Source: an optimization exercise on an open RTL-to-GDS flow (aim: small area). Production flows keep margins and buffers that such runs may drop.
In this exercise RTL edits were held to simulation tests only and were not proved equivalent to the original.
No activity file was given, so power comes from the tool's default toggle rates.

[design/flow/config.mk]
export PLATFORM = sky130hd
export DESIGN_NAME = fspfa_meas
export DESIGN_NICKNAME = fspfa_meas
export VERILOG_FILES = /design/flow/design.v
export SDC_FILE = /design/flow/constraint.sdc
export NUM_CORES = 4
export LEC_CHECK = 0
export CAP_MARGIN = 20
export CORE_MARGIN = 2
export CORE_UTILIZATION = 25
export PLACE_DENSITY = 0.4
export SLEW_MARGIN = 20
[design/flow/design.v]
module fspfa_value_decoder (
    input  wire [7:0]  hi,
    input  wire [7:0]  lo,
    input  wire [7:0]  eb,
    input  wire [3:0]  idx,
    input  wire [1:0]  debug,
    output reg  [63:0] value,
    output reg  [1:0]  log_code    
);
    localparam [7:0] P_SENTINEL = 8'd11;
    localparam [3:0] P_NSLOTS   = 4'd9;
    function automatic signed [7:0] base_exp(input [3:0] k);
        case (k)
            4'd0: base_exp = 8'sd0;     
            4'd1: base_exp = 8'sd3;     
            4'd2: base_exp = 8'sd0;     
            4'd3: base_exp = 8'sd1;     
            4'd4: base_exp = -8'sd2;    
            4'd5: base_exp = -8'sd1;    
            4'd6: base_exp = -8'sd2;    
            4'd7: base_exp = -8'sd2;    
            default: base_exp = -8'sd1;  
        endcase
    endfunction
    function automatic [63:0] lut(input [3:0] i);
        case (i)
            4'd0:  lut = 64'd1;
            4'd1:  lut = 64'd10;
            4'd2:  lut = 64'd100;
            4'd3:  lut = 64'd1000;
            4'd4:  lut = 64'd10000;
            4'd5:  lut = 64'd100000;
            4'd6:  lut = 64'd1000000;
            4'd7:  lut = 64'd10000000;
            4'd8:  lut = 64'd100000000;
            4'd9:  lut = 64'd1000000000;
            4'd10: lut = 64'd10000000000;
            4'd11: lut = 64'd100000000000;
            4'd12: lut = 64'd1000000000000;
            4'd13: lut = 64'd10000000000000;
            default: lut = 64'd0;
        endcase
    endfunction
    wire [15:0] m = {hi, lo};
    reg  signed [7:0] e;
    reg  signed [7:0] e3;
    always @(*) begin
        e = eb;
        if (eb == P_SENTINEL && idx < P_NSLOTS)
            e = base_exp(idx);
        e3 = e + 8'sd3;
        value    = 64'd0;
        log_code = 2'd0;
        if (e < -8'sd3) begin
            if (debug >= 2'd1)
                log_code = 2'd1;
        end else if (e > 8'sd10) begin
            if (m != 16'd0 && debug >= 2'd1)
                log_code = 2'd2;
        end else begin
            value = {48'd0, m} * lut(e3[3:0]);
        end
    end
endmodule
module fspfa_sanity_filter (
    input  wire [3:0]  idx,
    input  wire [63:0] cand,
    input  wire [63:0] prev,
    input  wire [1:0]  cnt,
    input  wire [63:0] dcv,
    output reg  [63:0] value,
    output reg  [1:0]  cnt_out,
    output reg  [2:0]  log_code    
);
    localparam [2:0] L_NONE = 3'd0, L_REJECT = 3'd1, L_OVERRIDE = 3'd2,
                     L_SHUTDOWN = 3'd3, L_RECOVERY = 3'd4, L_BAD_INDEX = 3'd5;
    reg reject;
    always @(*) begin
        value    = cand;
        cnt_out  = 2'd0;
        log_code = L_NONE;
        reject   = 1'b0;
        if (cnt > 2'd2) begin
            log_code = L_OVERRIDE;
        end else begin
            case (idx)
                4'd0: reject = cand > 64'd10000000;
                4'd1, 4'd2, 4'd3:
                      reject = prev > 64'd0 && cand > prev + 64'd10000000;
                4'd4, 4'd6, 4'd7:
                      reject = cand > 64'd100000;
                4'd5: begin
                    if (prev > 64'd200000 && cand < 64'd200000 && dcv > 64'd0) begin
                        log_code = L_SHUTDOWN;
                        cnt_out  = cnt + 2'd1;
                    end else if (cand > 64'd550000) begin
                        reject = 1'b1;
                    end else if (prev < 64'd200000 && cand > 64'd200000) begin
                        log_code = L_RECOVERY;
                    end
                end
                4'd8: reject = cand > 64'd600000;
                default: begin
                    value    = prev;
                    cnt_out  = cnt + 2'd1;
                    log_code = L_BAD_INDEX;
                end
            endcase
            if (reject) begin
                value    = prev;
                cnt_out  = cnt + 2'd1;
                log_code = L_REJECT;
            end
        end
    end
endmodule
module fspfa_meas (
    input  wire        clk,
    input  wire        rst,
    input  wire        req_valid,
    output wire        req_ready,
    input  wire        req_op,
    input  wire [7:0]  req_addr,
    input  wire [3:0]  req_idx,
    input  wire [7:0]  req_hi,
    input  wire [7:0]  req_lo,
    input  wire [7:0]  req_eb,
    input  wire [1:0]  req_debug,
    output reg         rsp_valid,
    output reg  [63:0] rsp_value,
    output reg  [1:0]  rsp_cnt,
    output reg  [63:0] rsp_cand,
    output reg  [63:0] rsp_prev,
    output reg  [1:0]  rsp_prev_cnt,
    output reg  [1:0]  rsp_dec_log,
    output reg  [2:0]  rsp_filt_log
);
    localparam N_INV   = 4;
    localparam N_SLOTS = 9;
    localparam N_ENT   = N_INV * N_SLOTS;
    wire [7:0] inv = req_addr - 8'd1;
    wire [5:0] ent = inv[1:0] * N_SLOTS + req_idx;
    wire [5:0] ent_dcv = inv[1:0] * N_SLOTS + 4'd8;
    reg [N_ENT*64-1:0] mt_val;
    reg [N_ENT*2-1:0]  mt_rej;
    reg [63:0] prev;
    reg [1:0]  cnt;
    reg [63:0] dcv;
    integer j;
    always @(*) begin
        prev = 64'd0;
        cnt  = 2'd0;
        dcv  = 64'd0;
        for (j = 0; j < N_ENT; j = j + 1) begin
            if (ent == j) begin
                prev = mt_val[j*64 +: 64];
                cnt  = mt_rej[j*2 +: 2];
            end
            if (ent_dcv == j)
                dcv = mt_val[j*64 +: 64];
        end
    end
    wire [63:0] cand;
    wire [1:0]  dec_log;
    wire [63:0] filt_value;
    wire [1:0]  filt_cnt;
    wire [2:0]  filt_log;
    fspfa_value_decoder u_dec (
        .hi(req_hi), .lo(req_lo), .eb(req_eb), .idx(req_idx), .debug(req_debug),
        .value(cand), .log_code(dec_log)
    );
    fspfa_sanity_filter u_filt (
        .idx(req_idx), .cand(cand), .prev(prev), .cnt(cnt), .dcv(dcv),
        .value(filt_value), .cnt_out(filt_cnt), .log_code(filt_log)
    );
    assign req_ready = 1'b1;
    wire accept = req_valid && req_ready;
    genvar g;
    generate
        for (g = 0; g < N_ENT; g = g + 1) begin : g_ent
            always @(posedge clk) begin
                if (rst) begin
                    mt_val[g*64 +: 64] <= 64'd0;
                    mt_rej[g*2 +: 2]   <= 2'd0;
                end else if (accept && !req_op && ent == g) begin
                    mt_val[g*64 +: 64] <= filt_value;
                    mt_rej[g*2 +: 2]   <= filt_cnt;
                end
            end
        end
    endgenerate
    always @(posedge clk) begin
        if (rst) begin
            rsp_valid    <= 1'b0;
            rsp_value    <= 64'd0;
            rsp_cnt      <= 2'd0;
            rsp_cand     <= 64'd0;
            rsp_prev     <= 64'd0;
            rsp_prev_cnt <= 2'd0;
            rsp_dec_log  <= 2'd0;
            rsp_filt_log <= 3'd0;
        end else begin
            rsp_valid <= accept;
            if (accept) begin
                rsp_prev     <= prev;
                rsp_prev_cnt <= cnt;
                if (req_op) begin
                    rsp_value    <= prev;
                    rsp_cnt      <= cnt;
                    rsp_cand     <= 64'd0;
                    rsp_dec_log  <= 2'd0;
                    rsp_filt_log <= 3'd0;
                end else begin
                    rsp_value    <= filt_value;
                    rsp_cnt      <= filt_cnt;
                    rsp_cand     <= cand;
                    rsp_dec_log  <= dec_log;
                    rsp_filt_log <= filt_log;
                end
            end
        end
    end
endmodule
[design/flow/run.sh]
#!/bin/bash
# synth_recipe.tcl (not shown) runs the flow's synth.tcl, then flattens the netlist and writes it again
# the make line also repeats each setting of config.mk as NAME=value (left out here)
make -C /OpenROAD-flow-scripts/flow DESIGN_CONFIG=/design/flow/config.mk WORK_HOME=/design/flow/orfs CLKGATE_MAP_FILE= SYNTH_SCRIPT=/design/flow/synth_recipe.tcl finish
[design/flow/constraint.sdc]
create_clock -name core_clock -period 18.0 [get_ports {clk}]
set_input_delay 3.6000 -clock core_clock [delete_from_list [all_inputs] [get_ports {clk}]]
set_output_delay 3.6000 -clock core_clock [all_outputs]
set_load 0.01 [all_outputs]
==> run notes <==
==> cells by family after synthesis <==
logic type | share of synthesized area [%]
buffers and inverters | 7.11
AO/OA/AOI/OAI | 28.8
XOR/XNOR | 0.531
AND/OR/NAND/NOR | 15.7
multiplexers | 2.79
adder cells (fa/ha/maj) | 9.59
flip-flops | 35.5
other | 0.00517
==> how the worst max path moves through the flow <==
| stage | end | from | slack (ns) | cells past startpoint |
|---|---|---|---|---|
| 2_1_floorplan | mt_val[1463] | req_eb[5] | 2.31 | 47 |
| 3_5_place_dp | mt_val[283] | req_idx[1] | -0.55 | 42 |
| 6_report | mt_val[995] | req_eb[0] | 0.61 | 48 |
| 3_3_place_gp | mt_val[25] | req_idx[1] | -0.58 | 42 |
| 4_1_cts | mt_val[744] | req_idx[1] | 0.40 | 43 |
| 5_1_grt | mt_val[803] | req_eb[0] | 0.01 | 47 |
==> cells in the final DEF, fill, tap and decap left out, drive strengths merged, types with 107 or more instances in the layout <==
master	count
nand2	2066
fa	558
clkbuf	477
nand3	568
a211o	107
a21oi	1690
or3	125
clkdlybuf4s50	227
o22ai	551
nand4	140
a221oi	129
ha	221
and2	182
buf	853
inv	619
o21ai	1335
o311ai	144
nor2	1157
nor3	360
o211ai	449
mux2i	213
dfxtp	2575
a22oi	272
nor4	166
a211oi	559
==> cell type report <==
cell class	instances	share of cell area (%)
antenna	38	0.0560
clock buffer	477	5.68
clock inverter	100	0.762
inverter	610	1.36
multi-input combinational	12531	50.2
sequential	2575	30.3
tap	7755	5.71
timing repair buffer	1081	5.89
==> timing repair <==
item	in CTS	in global routing
resized for setup	0	1
hold buffers	0	0
endpoints found under the setup margin	0	1
==> flip-flops by register name, summed over array words and instances, names as in the netlist <==
| register | flops |
|---|---|
| rsp_cand | 61 |
| rsp_value | 64 |
| rsp_filt_log | 3 |
| mt_rej | 72 |
| rsp_valid | 1 |
| rsp_prev_cnt | 2 |
| rsp_dec_log | 2 |
| mt_val | 2304 |
| rsp_prev | 64 |
| rsp_cnt | 2 |
==> power by group through the flow <==
stage          Sequential [W]  Clock, W  Combinational, W
6_report              0.00588   0.00697            0.0120
5_1_grt               0.00588   0.00721            0.0123
4_1_cts               0.00588   0.00699            0.0116
3_5_place_dp          0.00601         0            0.0116
3_3_place_gp          0.00600         0            0.0116
2_1_floorplan         0.00597         0           0.00606
==> through the flow <==
| stage | hold WS, ns | cells |
|---|---|---|
| 2_1_floorplan | 0.420 | 17598 |
| 3_3_place_gp | 0.433 | 24544 |
| 3_5_place_dp | 0.443 | 24548 |
| 4_1_cts | 0.451 | 25125 |
| 5_1_grt | 0.467 | 25134 |
| 6_report | 0.451 | 25167 |
==> worst reg2reg max path, delay by kind of cell, from the launching register on <==
family                   cells  cell delay (ns)
flip-flops                   1             0.32
AND/OR/NAND/NOR              9             2.34
buffers and inverters        6             1.81
XOR/XNOR                     1             0.19
multiplexers                 1             0.27
AO/OA/AOI/OAI               12             4.56
adder cells (fa/ha/maj)      2             0.63
==> metal layers <==
layer | wire (µm) | track usage [%]
met1 | 389000 | 41.2
met2 | 387000 | 44.1
met3 | 106000 | 8.22
met4 | 62500 | 16.8
met5 | 276 | 0
==> run notes <==
cell depth of the worst hold path=2; setup violators final=0; Hold Path End=mt_val[2076]; Leak=59.6 nW; register area=approximately 0.052 mm²; Clock Sinks=roughly 2600; clock share of power=between 20% and 30%; Vias=152156; Max Slew Vio Count=0; Fin. Hold Viols=0; worst skew pair latency=between 1 and 1.5 ns; slowest stage cell, crit path=nor4_1; Placed Area=~0.16 mm²; total CTS buffers=326; post-route clock period utilization=96.6%; Seq pwr share=23.7%; first-pass GRT wire length=1270000 µm; Die Wd=766 µm; number of global-route vias before repair=139232; pin count of the biggest net entering global routing=roughly 190; status=no timing/DRC/antenna violations; CP Data Arrival Time=18.23 ns; Total Power=0.0248 W; yosys warns=3; Logic pwr share=roughly half; Placer Congestion=slightly below 1; overall routing resource usage=a little under a third; reg2reg start=mt_val[199]; Initial Utilization=roughly a quarter; Peak Freq=between 50 and 60 MHz; EDFF count, synth=0; Reg2Reg Depth=31; crit-path leading delay family=adder cells; Critical R2R Capture=mt_val[995]; core area=0.580 mm²; initial antenna violation count=between 90 and 100; Area growth syn-to-layout=16.9%; drt total wl=944000 µm; Worst Skew=around 0.12 ns; critical path capture point type=flip-flop; CTS tree=done; cell mode on critical path=inv_1; die area=between 0.5 and 0.6 mm²; Die H=766 µm; RSZ-0062 raised after global routing=no; H-tree levels=5; Setup TNS Final=0 ns; DP HPWL=650000 µm; DRT Pass-1 Iters=8; ys async rst share=0%; Yosys reg bits=around 2600; Core Util, Final=29.3%; CP max FO=just under 50; drt wl/cell=37.5 µm; IO Port Bufs=roughly 230; Synth Flop Type=dfxtp_1; DRT iter0 DRCs=between 20000 and 25000; area leader, netlist=dfxtp_1; final worst setup slack=just over 0.6 ns; cells after synthesis=roughly 18000; Worst-path clk slew=around 0.06 ns; Post-CTS Setup Bufs=0; share of layout cells above drive strength 1=between 10% and 20%; io pins=about 250; P per Cell Area=146 mW/mm²; CTS root buffer=clkbuf_16; kind of critical path=in -> reg; critical path buffer and inverter count=13; cell area after synthesis=between 0.1 and 0.15 mm²; via/cell ratio=approximately 6; Distinct cells, synth=130; Pint=0.0130 W; CTS Buffer Depth=4; Max-Cap Viols=0; Yosys top cell area share=35.5%; R2R Setup Slk=~7.7 ns; multi-input logic area=0.0853 mm²; commonest cells in the netlist=dfxtp_1, nand2_1, a21oi_1; sequential-to-total area share from yosys stat=a little over a third; Critical Path RT=18.84 ns; Hold Path Class=reg -> reg; Sw Pwr=0.0118 W; slowest stage delay, CP=roughly 0.80 ns; nets@finish=17946; most common cell in the netlist=dfxtp_1; ANT nets after route=0; synth top area cells=dfxtp_1, fa_1, a21oi_1, nand2_1, o21ai_0; total global routing overflow=0; hold path start=mt_val[2076]; Syn Area/Cell=roughly 8.3 µm²; Tightest Pin Transition=between 1 and 1.5 ns; row cnt=280; DRC=0; Slew HR=under 10%; CP startpoint kind=input port; Max VDD drop=roughly 0.22 mV; fillcell total=between 60000 and 70000; post-route minimum period=17.39 ns; Place WS=-0.551 ns; Sw Ratio=47.6%; post-route design area=approximately 0.17 mm²

[re-timing with driven ports]
In the flow no input, the clock included, has a driving cell. The finished layout below was timed again as built, in two steps. Step 1: set_driving_cell puts a clkbuf_16 on clk and a buf_2 on each other input, an assumption about the parent block. Step 2 also shifts input and output timing later by t, the mid clock arrival at the registers, as if the neighbouring blocks saw the same clock. Three values: no drivers, after step 1, after step 2; two values: the first two.
shift t [ns]: 1.125
setup slack, ns: 0.612 / 0.686 / -0.440
hold slack, ns: 0.451 / 0.451 / 0.451
Met with ideal ports but missed after step 2: setup timing in this run. For this run, drivers alone change the setup slack by +0.074 ns; drivers and shift together by -1.052 ns.
